This design comes from an exercise in tuning for small area, a short achievable clock period and few clock cycles on the open sky130 flow, not from production work.
In this exercise RTL edits were held to simulation tests only and were not proved equivalent to the original.
Power figures rest on the tool's default switching activity, not on a simulated workload.

==> try-pepper <==
==> flow/design.v <==
module monotonic_clock_overflow_tracker (
    input             clk,
    input             rst,               
    input             in_valid,
    output            in_ready,
    input             in_src,            
    input      [63:0] in_word,
    output reg        resp_valid,
    output     [63:0] resp_word,
    output reg        ntf_valid,
    output     [63:0] ntf_word,
    output     [23:0] cmp_value,
    output            cmp_armed,
    output     [31:0] pin_initialized,
    output     [31:0] pin_mode,
    output     [63:0] pin_pull,
    output     [31:0] pin_out_level,
    output     [31:0] pin_sense_toggle,
    output     [63:0] pin_irq_mode,
    output     [31:0] pin_evt_en,
    output     [95:0] pin_prio
);
    localparam [2:0] ST_OK = 3'd0, ST_STATE = 3'd1, ST_NORES = 3'd2,
                     ST_PARAM = 3'd3, ST_ILLEGAL = 3'd4;
    reg        ctr_run;
    reg [23:0] counter;
    reg [23:0] compare;
    reg        armed;
    reg [31:0] ts;            
    reg [31:0] wk_cb;         
    reg        wk_nz;         
    reg        hw_ok;
    reg [31:0] pin_in;
    reg [7:0]  t_created;
    reg [7:0]  t_state;       
    reg [7:0]  t_set;         
    reg [7:0]  t_cbnz;        
    reg [31:0] t_cb      [0:7];
    reg [31:0] t_timeout [0:7];
    reg [43:0] t_rem     [0:7];
    reg [31:0] p_init, p_mode, p_evt, p_out, p_hnz, p_sense;
    reg [1:0]  p_pull [0:31];
    reg [1:0]  p_irq  [0:31];
    reg [2:0]  p_prio [0:31];
    reg [31:0] handler [0:31];    
    reg [7:0]  ntf_pend;      
    reg [2:0]  r_status;
    reg [31:0] r_data;        
    reg        r_ok;          
    reg [1:0]  n_kind;
    reg [4:0]  n_index;
    reg [31:0] n_token;
    reg        rdy;           
    reg        clrq;          
    reg        rstq;          
    assign in_ready  = rdy;
    assign resp_word = {24'd0, 5'd0, r_status, r_data & {32{r_ok}}};
    assign ntf_word  = {8'hF0, 14'd0, n_kind, 3'd0, n_index, n_token};
    assign cmp_value        = compare;
    assign cmp_armed        = armed;
    assign pin_initialized  = p_init;
    assign pin_mode         = p_mode;
    assign pin_out_level    = p_out;
    assign pin_sense_toggle = p_sense;            
    assign pin_evt_en       = p_evt;
    genvar gp;
    generate
        for (gp = 0; gp < 32; gp = gp + 1) begin : g_pin_out
            assign pin_pull[2*gp+1:2*gp]     = p_pull[gp];
            assign pin_irq_mode[2*gp+1:2*gp] = p_irq[gp];
            assign pin_prio[3*gp+2:3*gp]     = p_prio[gp];
        end
    endgenerate
    wire [7:0]  op     = in_word[63:56];
    wire [7:0]  f_idx  = in_word[39:32];
    wire [2:0]  f_h    = in_word[34:32];
    wire [4:0]  f_pin  = in_word[36:32];
    wire        f_mode = in_word[37];
    wire [1:0]  f_pull = in_word[39:38];
    wire        f_flag = in_word[40];
    wire [1:0]  f_edge = in_word[42:41];
    wire [2:0]  f_prio = in_word[50:48];
    wire [31:0] f_data = in_word[31:0];
    wire z55_51 = (in_word[55:51] == 5'd0);
    wire z50_48 = (in_word[50:48] == 3'd0);
    wire z47_43 = (in_word[47:43] == 5'd0);
    wire z42_41 = (in_word[42:41] == 2'd0);
    wire z40    = ~in_word[40];
    wire z39_37 = (in_word[39:37] == 3'd0);
    wire z36_32 = (in_word[36:32] == 5'd0);
    wire zd     = (in_word[31:0] == 32'd0);
    wire z55_43 = z55_51 & z50_48 & z47_43;
    wire z55_41 = z55_43 & z42_41;
    wire z55_40 = z55_41 & z40;
    wire fz_d  = z55_40 & z39_37 & z36_32;
    wire fz_z  = fz_d & zd;
    wire fz_c  = z55_41 & z39_37 & z36_32;
    wire fz_h  = z55_40 & zd;
    wire fz_hd = z55_40;
    wire fz_p  = z55_40 & z39_37 & zd;
    wire fz_pc = z55_41 & zd;
    wire fz_pw = z55_41 & z39_37 & zd;
    wire fz_pa = z55_51 & z47_43 & z40 & z39_37;
    wire fz_ep = z55_43 & z40 & z39_37 & zd;
    wire fz_f  = z55_41 & z39_37 & z36_32 & zd;
    wire go  = in_valid & in_ready;
    wire cgo = go & ~in_src;                
    wire ego = go & in_src;                 
    wire l10 = cgo & (op == 8'h10) & fz_z;
    wire l11 = cgo & (op == 8'h11) & fz_z;
    wire l12 = cgo & (op == 8'h12) & fz_z;
    wire l13 = cgo & (op == 8'h13) & fz_c;
    wire l14 = cgo & (op == 8'h14) & fz_z;
    wire l20 = cgo & (op == 8'h20) & fz_z;
    wire l21 = cgo & (op == 8'h21) & fz_d;
    wire l30 = cgo & (op == 8'h30) & fz_d;
    wire l31 = cgo & (op == 8'h31) & fz_d;
    wire l40 = cgo & (op == 8'h40) & fz_d;
    wire l41 = cgo & (op == 8'h41) & fz_hd;
    wire l42 = cgo & (op == 8'h42) & fz_h;
    wire l43 = cgo & (op == 8'h43) & fz_h;
    wire l44 = cgo & (op == 8'h44) & fz_z;
    wire l45 = cgo & (op == 8'h45) & fz_d;
    wire l50 = cgo & (op == 8'h50) & fz_pc & (f_pull != 2'd3);
    wire l51 = cgo & (op == 8'h51) & fz_pa & (f_edge != 2'd0);
    wire l52 = cgo & (op == 8'h52) & fz_p;
    wire l53 = cgo & (op == 8'h53) & fz_pw;
    wire l54 = cgo & (op == 8'h54) & fz_p;
    wire l55 = cgo & (op == 8'h55) & fz_p;
    wire l56 = cgo & (op == 8'h56) & fz_p;
    wire legal = l10 | l11 | l12 | l13 | l14 | l20 | l21 | l30 | l31 | l40 |
                 l41 | l42 | l43 | l44 | l45 | l50 | l51 | l52 | l53 | l54 |
                 l55 | l56;
    wire eE0 = ego & (op == 8'hE0) & fz_z;
    wire eE1 = ego & (op == 8'hE1) & fz_z;
    wire eE2 = ego & (op == 8'hE2) & fz_ep & (f_edge == 2'd1 || f_edge == 2'd2);
    wire eE3 = ego & (op == 8'hE3) & fz_pw;
    wire eE4 = ego & (op == 8'hE4) & fz_f;
    wire eEF = ego & (op == 8'hEF) & fz_z;
    wire [20:0] c8 = counter[23:3];
    wire [31:0] pin_sel = 32'd1 << f_pin;
    wire [7:0]  h_sel   = (f_idx[7:3] == 5'd0) ? (8'd1 << f_h) : 8'd0;
    wire [7:0] t_free   = ~t_created;
    wire [7:0] slot_oh  = t_free & ~(t_free - 8'd1);
    reg  [2:0] slot_idx;
    integer    si;
    always @(*) begin
        slot_idx = 3'd0;
        for (si = 0; si < 8; si = si + 1)
            if (slot_oh[si]) slot_idx = si[2:0];
    end
    wire        wk_toolong = (f_data[31:21] != 11'd0);
    wire [21:0] wk_sum     = {1'b0, c8} + {1'b0, f_data[20:0]};
    wire [20:0] wk_alt     = ~c8 + f_data[20:0];
    wire [23:0] wk_target  = wk_sum[21] ? {wk_alt, ~counter[2:0]}
                                        : {wk_sum[20:0], counter[2:0]};
    wire        tick_ovf  = (counter == 24'hFFFFFF);
    wire [23:0] tick_next = counter + 24'd1;
    wire        cmp_hit   = armed & (tick_next == compare);
    wire [32:0] el_diff = {1'b0, ts} - {1'b0, f_data};
    wire [31:0] elapsed = el_diff[31:0];      
    reg  [7:0] t_exp;
    integer ti;
    always @(*)
        for (ti = 0; ti < 8; ti = ti + 1)
            t_exp[ti] = t_state[ti] && (t_rem[ti][43:8] == 36'd0) && (t_rem[ti][7:0] < 8'd250);
    wire [7:0] t_cand  = in_ready ? (t_exp & t_cbnz) : ntf_pend;
    wire [7:0] np_oh   = t_cand & ~(t_cand - 8'd1);
    wire [7:0] pend_next = (in_ready ? ({8{eE1}} & t_cand) : t_cand) & ~np_oh;
    wire [7:0] ntf_src = ntf_pend | ({8{eE1}} & t_exp & t_cbnz);
    reg  [2:0] np_idx;
    integer ni;
    always @(*) begin
        np_idx = 3'd0;
        for (ni = 0; ni < 8; ni = ni + 1)
            if (np_oh[ni]) np_idx = ni[2:0];
    end
    wire pi = p_init[f_pin];
    wire pm = p_mode[f_pin];
    wire hc = (f_idx[7:3] == 5'd0) & t_created[f_h];
    wire s_state = (l10 & ctr_run) | ((l13 | l30) & ~ctr_run) |
                   ((l41 | l42 | l43) & ~hc) |
                   (l50 & pi) | ((l51 | l55) & (~pi | pm)) |
                   ((l53 | l54) & (~pi | ~pm)) | (l56 & ~pi);
    wire s_nores = (l10 & ~ctr_run & ~hw_ok) | (l40 & (t_created == 8'hFF));
    wire s_param = (l30 & ctr_run & wk_toolong) | (l42 & hc & ~t_set[f_h]);
    wire [2:0] status = ~legal  ? ST_ILLEGAL :
                        s_state ? ST_STATE   :
                        s_nores ? ST_NORES   :
                        s_param ? ST_PARAM   : ST_OK;
    wire o11 = (op == 8'h11), o12 = (op == 8'h12), o40 = (op == 8'h40),
         o45 = (op == 8'h45), o55 = (op == 8'h55);
    wire o_ts = (op == 8'h20) | (op == 8'h44);
    wire [31:0] rsel =
          ({32{o11}}  & {8'd0, counter})
        | ({32{o12}}  & 32'h00FFFFFF)
        | ({32{o_ts}} & ts)
        | ({32{o40}}  & {29'd0, slot_idx})
        | ({32{o45}}  & elapsed)
        | ({32{o55}}  & {31'd0, pin_in[f_pin]});
    wire dok = l11 | l12 | l20 | l44 | l45 | (l40 & ~s_nores) | (l55 & pi & ~pm);
    wire rok = dok & ~(o45 & el_diff[32]);
    wire do_tick  = eE0 & ctr_run;
    wire wk_fire  = do_tick & cmp_hit & wk_nz;
    wire irq_fire = eE2 & p_hnz[f_pin];
    always @(posedge clk) begin
        if (rst) begin
            resp_valid <= 1'b0;
            ntf_valid  <= 1'b0;
        end else begin
            resp_valid <= ~clrq & cgo;
            ntf_valid  <= ~clrq & (wk_fire | irq_fire | (ntf_src != 8'd0));
        end
        r_status <= status;
        r_data   <= rsel;
        r_ok     <= rok;
        if (!in_ready || op[0]) begin
            n_kind  <= 2'd2;
            n_index <= {2'd0, np_idx};
            n_token <= t_cb[np_idx];
        end else if (op[1]) begin
            n_kind  <= 2'd3;
            n_index <= f_pin;
            n_token <= handler[f_pin];
        end else begin
            n_kind  <= 2'd1;
            n_index <= 5'd0;
            n_token <= wk_cb;
        end
    end
    wire clr = clrq;
    always @(posedge clk) begin
        clrq <= rst | eEF;
        rstq <= rst;
        if (rst | eEF)
            rdy <= 1'b0;
        else if (clrq)
            rdy <= 1'b1;
        else
            rdy <= (pend_next == 8'd0);
    end
    always @(posedge clk) begin
        if (clr) begin
            ctr_run <= 1'b0;
            counter <= 24'd0;
            compare <= 24'd0;
            armed   <= 1'b0;
            ts      <= 32'd0;
            wk_nz   <= 1'b0;
        end else begin
            if (l10 & ~ctr_run & hw_ok) begin
                ctr_run <= 1'b1;
                counter <= 24'd0;
                compare <= 24'd0;
                armed   <= 1'b0;
                ts      <= ts - {11'd0, c8};
            end
            if (l13 & ctr_run) begin
                compare <= f_data[23:0];
                armed   <= f_flag;
            end
            if (l14 & ctr_run) begin
                counter <= 24'hFFFFF0;
                ts      <= ts - {11'd0, c8} + 32'h001FFFFE;
            end
            if (l21)
                ts <= f_data + {11'd0, c8};
            if (l30 & ctr_run & ~wk_toolong) begin
                compare <= wk_target;
                armed   <= 1'b1;
            end
            if (l31)
                wk_nz <= (f_data != 32'd0);
            if (do_tick) begin
                counter <= tick_next;
                if (counter[2:0] == 3'd7 && !tick_ovf) ts <= ts + 32'd1;
                if (cmp_hit) armed <= 1'b0;
            end
        end
        if (rstq) begin
            hw_ok  <= 1'b0;
            pin_in <= 32'd0;
        end else begin
            if (eE4) hw_ok <= f_flag;
            if (eE3) pin_in <= (pin_in & ~pin_sel) | ({32{f_flag}} & pin_sel);
        end
    end
    integer h;
    always @(posedge clk) begin
        if (clr) begin
            t_created <= 8'd0;
            t_state   <= 8'd0;
            t_set     <= 8'd0;
            ntf_pend  <= 8'd0;
        end else begin
            ntf_pend <= pend_next;
            for (h = 0; h < 8; h = h + 1) begin
                if (l40 & slot_oh[h]) t_created[h] <= 1'b1;
                if (l41 & h_sel[h] & t_created[h]) t_set[h] <= 1'b1;
                if (l42 & h_sel[h] & t_created[h] & t_set[h]) t_state[h] <= 1'b1;
                if (l43 & h_sel[h]) t_state[h] <= 1'b0;
                if (eE1 & t_exp[h]) t_state[h] <= 1'b0;
            end
        end
    end
    integer p;
    always @(posedge clk) begin
        if (clr) begin
            p_init  <= 32'd0;
            p_mode  <= 32'd0;
            p_sense <= 32'd0;
            p_evt  <= 32'd0;
            p_out  <= 32'd0;
            p_hnz  <= 32'd0;
            for (p = 0; p < 32; p = p + 1) begin
                p_pull[p] <= 2'd0;
                p_irq[p]  <= 2'd0;
                p_prio[p] <= 3'd0;
            end
        end else begin
            for (p = 0; p < 32; p = p + 1) begin
                if (pin_sel[p]) begin
                    if (l50 & ~p_init[p]) begin
                        p_init[p]  <= 1'b1;
                        p_mode[p]  <= f_mode;
                        p_sense[p] <= ~f_mode;
                        p_pull[p] <= f_pull;
                        p_out[p]  <= f_mode & f_flag;
                    end
                    if (l51 & p_init[p] & ~p_mode[p]) begin
                        p_hnz[p]  <= (f_data != 32'd0);
                        p_irq[p]  <= f_edge;
                        p_prio[p] <= f_prio;
                        p_evt[p]  <= 1'b1;
                    end
                    if (l52)
                        p_evt[p] <= 1'b0;
                    if (l53 & p_init[p] & p_mode[p])
                        p_out[p] <= f_flag;
                    if (l54 & p_init[p] & p_mode[p])
                        p_out[p] <= ~p_out[p];
                    if (l56 & p_init[p]) begin
                        p_init[p]  <= 1'b0;
                        p_mode[p]  <= 1'b0;
                        p_sense[p] <= 1'b0;
                        p_pull[p] <= 2'd0;
                        p_irq[p]  <= 2'd0;
                        p_evt[p]  <= 1'b0;
                        p_prio[p] <= 3'd0;
                        p_out[p]  <= 1'b0;
                    end
                end
            end
        end
    end
    integer k;
    always @(posedge clk) begin
        if (l31) wk_cb <= f_data;
        for (k = 0; k < 32; k = k + 1)
            if (l51 & pin_sel[k] & p_init[k] & ~p_mode[k])
                handler[k] <= f_data;
        for (k = 0; k < 8; k = k + 1) begin
            if (l40 & slot_oh[k]) begin
                t_cb[k]   <= f_data;
                t_cbnz[k] <= (f_data != 32'd0);
            end
            if (l41 & h_sel[k])
                t_timeout[k] <= (f_data[31:4] == 28'd0 && f_data[3:0] < 4'd10) ? 32'd10 : f_data;
            if (l42 & h_sel[k])
                t_rem[k] <= {t_timeout[k], 12'd62};
            else if (eE1)
                t_rem[k] <= t_rem[k] - 44'd125;
        end
    end
endmodule
==> flow/run.sh <==
#!/bin/bash
# synth_recipe.tcl (not shown) runs the flow's synth.tcl, then flattens the netlist and writes it again
# the make line also repeats each setting of config.mk as NAME=value (left out here)
make -C /OpenROAD-flow-scripts/flow DESIGN_CONFIG=/design/flow/config.mk WORK_HOME=/design/flow/orfs CLKGATE_MAP_FILE= SYNTH_SCRIPT=/design/flow/synth_recipe.tcl finish
==> flow/config.mk <==
export PLATFORM = sky130hd
export DESIGN_NAME = monotonic_clock_overflow_tracker
export DESIGN_NICKNAME = monotonic_clock_overflow_tracker
export VERILOG_FILES = /design/flow/design.v
export SDC_FILE = /design/flow/constraint.sdc
export NUM_CORES = 4
export LEC_CHECK = 0
export CAP_MARGIN = 20
export CORE_MARGIN = 2
export CORE_UTILIZATION = 50
export CTS_CLUSTER_DIAMETER = 100
export CTS_CLUSTER_SIZE = 30
export SETUP_SLACK_MARGIN = 5
export SLEW_MARGIN = 20
==> flow/constraint.sdc <==
create_clock -name core_clock -period 10.0 [get_ports {clk}]
set_input_delay 2.0000 -clock core_clock [delete_from_list [all_inputs] [get_ports {clk}]]
set_output_delay 2.0000 -clock core_clock [all_outputs]
set_load 0.01 [all_outputs]
==> try-yarrow (differences from try-pepper) <==
--- a/flow/design.v
+++ b/flow/design.v
@@ -39,5 +39,5 @@
     reg [31:0] t_timeout [0:7];
     reg [43:0] t_rem     [0:7];
-    reg [31:0] p_init, p_mode, p_evt, p_out, p_hnz, p_sense;
+    reg [31:0] p_init, p_mode, p_evt, p_out, p_hnz;
     reg [1:0]  p_pull [0:31];
     reg [1:0]  p_irq  [0:31];
@@ -46,14 +46,10 @@
     reg [7:0]  ntf_pend;      
     reg [2:0]  r_status;
-    reg [31:0] r_data;        
-    reg        r_ok;          
+    reg [31:0] r_data;
     reg [1:0]  n_kind;
     reg [4:0]  n_index;
     reg [31:0] n_token;
-    reg        rdy;           
-    reg        clrq;          
-    reg        rstq;          
-    assign in_ready  = rdy;
-    assign resp_word = {24'd0, 5'd0, r_status, r_data & {32{r_ok}}};
+    assign in_ready  = (ntf_pend == 8'd0);
+    assign resp_word = {24'd0, 5'd0, r_status, r_data};
     assign ntf_word  = {8'hF0, 14'd0, n_kind, 3'd0, n_index, n_token};
     assign cmp_value        = compare;
@@ -62,5 +58,5 @@
     assign pin_mode         = p_mode;
     assign pin_out_level    = p_out;
-    assign pin_sense_toggle = p_sense;            
+    assign pin_sense_toggle = p_init & ~p_mode;
     assign pin_evt_en       = p_evt;
     genvar gp;
@@ -159,5 +155,5 @@
     wire        cmp_hit   = armed & (tick_next == compare);
     wire [32:0] el_diff = {1'b0, ts} - {1'b0, f_data};
-    wire [31:0] elapsed = el_diff[31:0];      
+    wire [31:0] elapsed = el_diff[32] ? 32'd0 : el_diff[31:0];
     reg  [7:0] t_exp;
     integer ti;
@@ -167,5 +163,4 @@
     wire [7:0] t_cand  = in_ready ? (t_exp & t_cbnz) : ntf_pend;
     wire [7:0] np_oh   = t_cand & ~(t_cand - 8'd1);
-    wire [7:0] pend_next = (in_ready ? ({8{eE1}} & t_cand) : t_cand) & ~np_oh;
     wire [7:0] ntf_src = ntf_pend | ({8{eE1}} & t_exp & t_cbnz);
     reg  [2:0] np_idx;
@@ -200,5 +195,5 @@
         | ({32{o55}}  & {31'd0, pin_in[f_pin]});
     wire dok = l11 | l12 | l20 | l44 | l45 | (l40 & ~s_nores) | (l55 & pi & ~pm);
-    wire rok = dok & ~(o45 & el_diff[32]);
+    wire [31:0] rdata = rsel & {32{dok}};
     wire do_tick  = eE0 & ctr_run;
     wire wk_fire  = do_tick & cmp_hit & wk_nz;
@@ -209,10 +204,9 @@
             ntf_valid  <= 1'b0;
         end else begin
-            resp_valid <= ~clrq & cgo;
-            ntf_valid  <= ~clrq & (wk_fire | irq_fire | (ntf_src != 8'd0));
+            resp_valid <= cgo;
+            ntf_valid  <= wk_fire | irq_fire | (ntf_src != 8'd0);
         end
         r_status <= status;
-        r_data   <= rsel;
-        r_ok     <= rok;
+        r_data   <= rdata;
         if (!in_ready || op[0]) begin
             n_kind  <= 2'd2;
@@ -229,15 +223,5 @@
         end
     end
-    wire clr = clrq;
-    always @(posedge clk) begin
-        clrq <= rst | eEF;
-        rstq <= rst;
-        if (rst | eEF)
-            rdy <= 1'b0;
-        else if (clrq)
-            rdy <= 1'b1;
-        else
-            rdy <= (pend_next == 8'd0);
-    end
+    wire clr = rst | eEF;
     always @(posedge clk) begin
         if (clr) begin
@@ -278,5 +262,5 @@
             end
         end
-        if (rstq) begin
+        if (rst) begin
             hw_ok  <= 1'b0;
             pin_in <= 32'd0;
@@ -294,5 +278,5 @@
             ntf_pend  <= 8'd0;
         end else begin
-            ntf_pend <= pend_next;
+            ntf_pend <= (in_ready ? ({8{eE1}} & t_cand) : t_cand) & ~np_oh;
             for (h = 0; h < 8; h = h + 1) begin
                 if (l40 & slot_oh[h]) t_created[h] <= 1'b1;
@@ -307,7 +291,6 @@
     always @(posedge clk) begin
         if (clr) begin
-            p_init  <= 32'd0;
-            p_mode  <= 32'd0;
-            p_sense <= 32'd0;
+            p_init <= 32'd0;
+            p_mode <= 32'd0;
             p_evt  <= 32'd0;
             p_out  <= 32'd0;
@@ -322,7 +305,6 @@
                 if (pin_sel[p]) begin
                     if (l50 & ~p_init[p]) begin
-                        p_init[p]  <= 1'b1;
-                        p_mode[p]  <= f_mode;
-                        p_sense[p] <= ~f_mode;
+                        p_init[p] <= 1'b1;
+                        p_mode[p] <= f_mode;
                         p_pull[p] <= f_pull;
                         p_out[p]  <= f_mode & f_flag;
@@ -341,7 +323,6 @@
                         p_out[p] <= ~p_out[p];
                     if (l56 & p_init[p]) begin
-                        p_init[p]  <= 1'b0;
-                        p_mode[p]  <= 1'b0;
-                        p_sense[p] <= 1'b0;
+                        p_init[p] <= 1'b0;
+                        p_mode[p] <= 1'b0;
                         p_pull[p] <= 2'd0;
                         p_irq[p]  <= 2'd0;
--- a/flow/config.mk
+++ b/flow/config.mk
@@ -8,7 +8,5 @@
 export CAP_MARGIN = 20
 export CORE_MARGIN = 2
-export CORE_UTILIZATION = 50
-export CTS_CLUSTER_DIAMETER = 100
-export CTS_CLUSTER_SIZE = 30
+export CORE_UTILIZATION = 40
 export SETUP_SLACK_MARGIN = 5
 export SLEW_MARGIN = 20
==> notes <==
In try-yarrow the hold slack is better than in try-pepper, by 0.032 ns. Against try-yarrow, the die area of try-pepper is lower by about 20%. Of try-pepper and try-yarrow, try-pepper has the higher global-route usage (gap 5.4 points). Of try-pepper and try-yarrow, try-pepper has the higher first-iteration DRC count (gap 0.54%, measured against try-yarrow). In try-yarrow the maximum frequency is lower than in try-pepper, by about 0.22%. Of try-yarrow and try-pepper, try-pepper has the higher flip-flop and latch count (gap 36). Clock-buffer cell count: try-yarrow is higher than try-pepper (229). Critical path depth: try-pepper is higher than try-yarrow (2).
==> figures <==
| item | try-yarrow | try-pepper |
|---|---|---|
| Timing endpoint of the critical path | n_token[24]$_DFF_P_ | n_token[30]$_DFF_P_ |
| Initial cell density of the core | 40.18% | 50.37% |
| Inverters, non-clock | 123 | 117 |
| Leak | 0.04298 uW | 0.03894 uW |
| Routability Congestion | 0.9380 | 0.9508 |
| Simple-Gate Fraction of Synth Area | 12.86% | 14.53% |
| Detailed-routing wirelength on met1 | 176500 microns | 166400 microns |
| Worst Skew | 0.08569 ns | 0.04617 ns |
| Tap cell instance count | 3589 | 2958 |
| Number of clock buffers inserted by TritonCTS | 285 | 102 |
| Util after Layout | 48.52% | 57.19% |
| Power consumed by the clock network | 10600 uW | 5590 uW |
| Worst-Skew Late Latency | 0.88 ns | 0.85 ns |
| Overall Global Routing Usage | 31.39% | 36.82% |
| Most Frequent Cell on Critical Path | buf_4 | buf_6 |
| Run status | finished clean | finished clean |
| Multi-input gates | 6243 | 6358 |
| Ant. Diodes | 12 | 17 |
Testbench counts of try-pepper, summed over its fixed seeds: cycles 48,658.
Testbench counts of try-yarrow, summed over its fixed seeds: cycles 48,658.

port drivers added, routing unchanged:
How much do the figures lean on ideal ports? The routed layouts below were timed once more, with nothing changed but the port constraints.
Step 1: set_driving_cell puts a clkbuf_16 on clk and a buf_2 on each other input, an assumption about the parent block.
Step 2 moves the port delays by t, midway between the first and last clock arrival at a register: inputs arrive t later, outputs are due t later. That takes back most of the time a late clock gives input paths.
a / b / c = no drivers / after step 1 / after step 2; a / b = the first two.
run | t, ns | setup WS [ns] | hold WS [ns] | worst register clock-pin slew, ns | worst data-port slew with drivers (ns)
try-pepper | 0.923 | 4.919 / 4.981 / 4.058 | 0.420 / 0.420 / 0.420 | 0.12 / 0.12 | 0.23
try-yarrow | 0.953 | 4.908 / 4.866 / 4.002 | 0.452 / 0.452 / 0.452 | 0.07 / 0.07 | 0.19
After both steps setup and hold are still met in every run listed. The setup slack of try-yarrow, which loses most, moves by -0.042 ns with the drivers and by -0.906 ns with both steps.
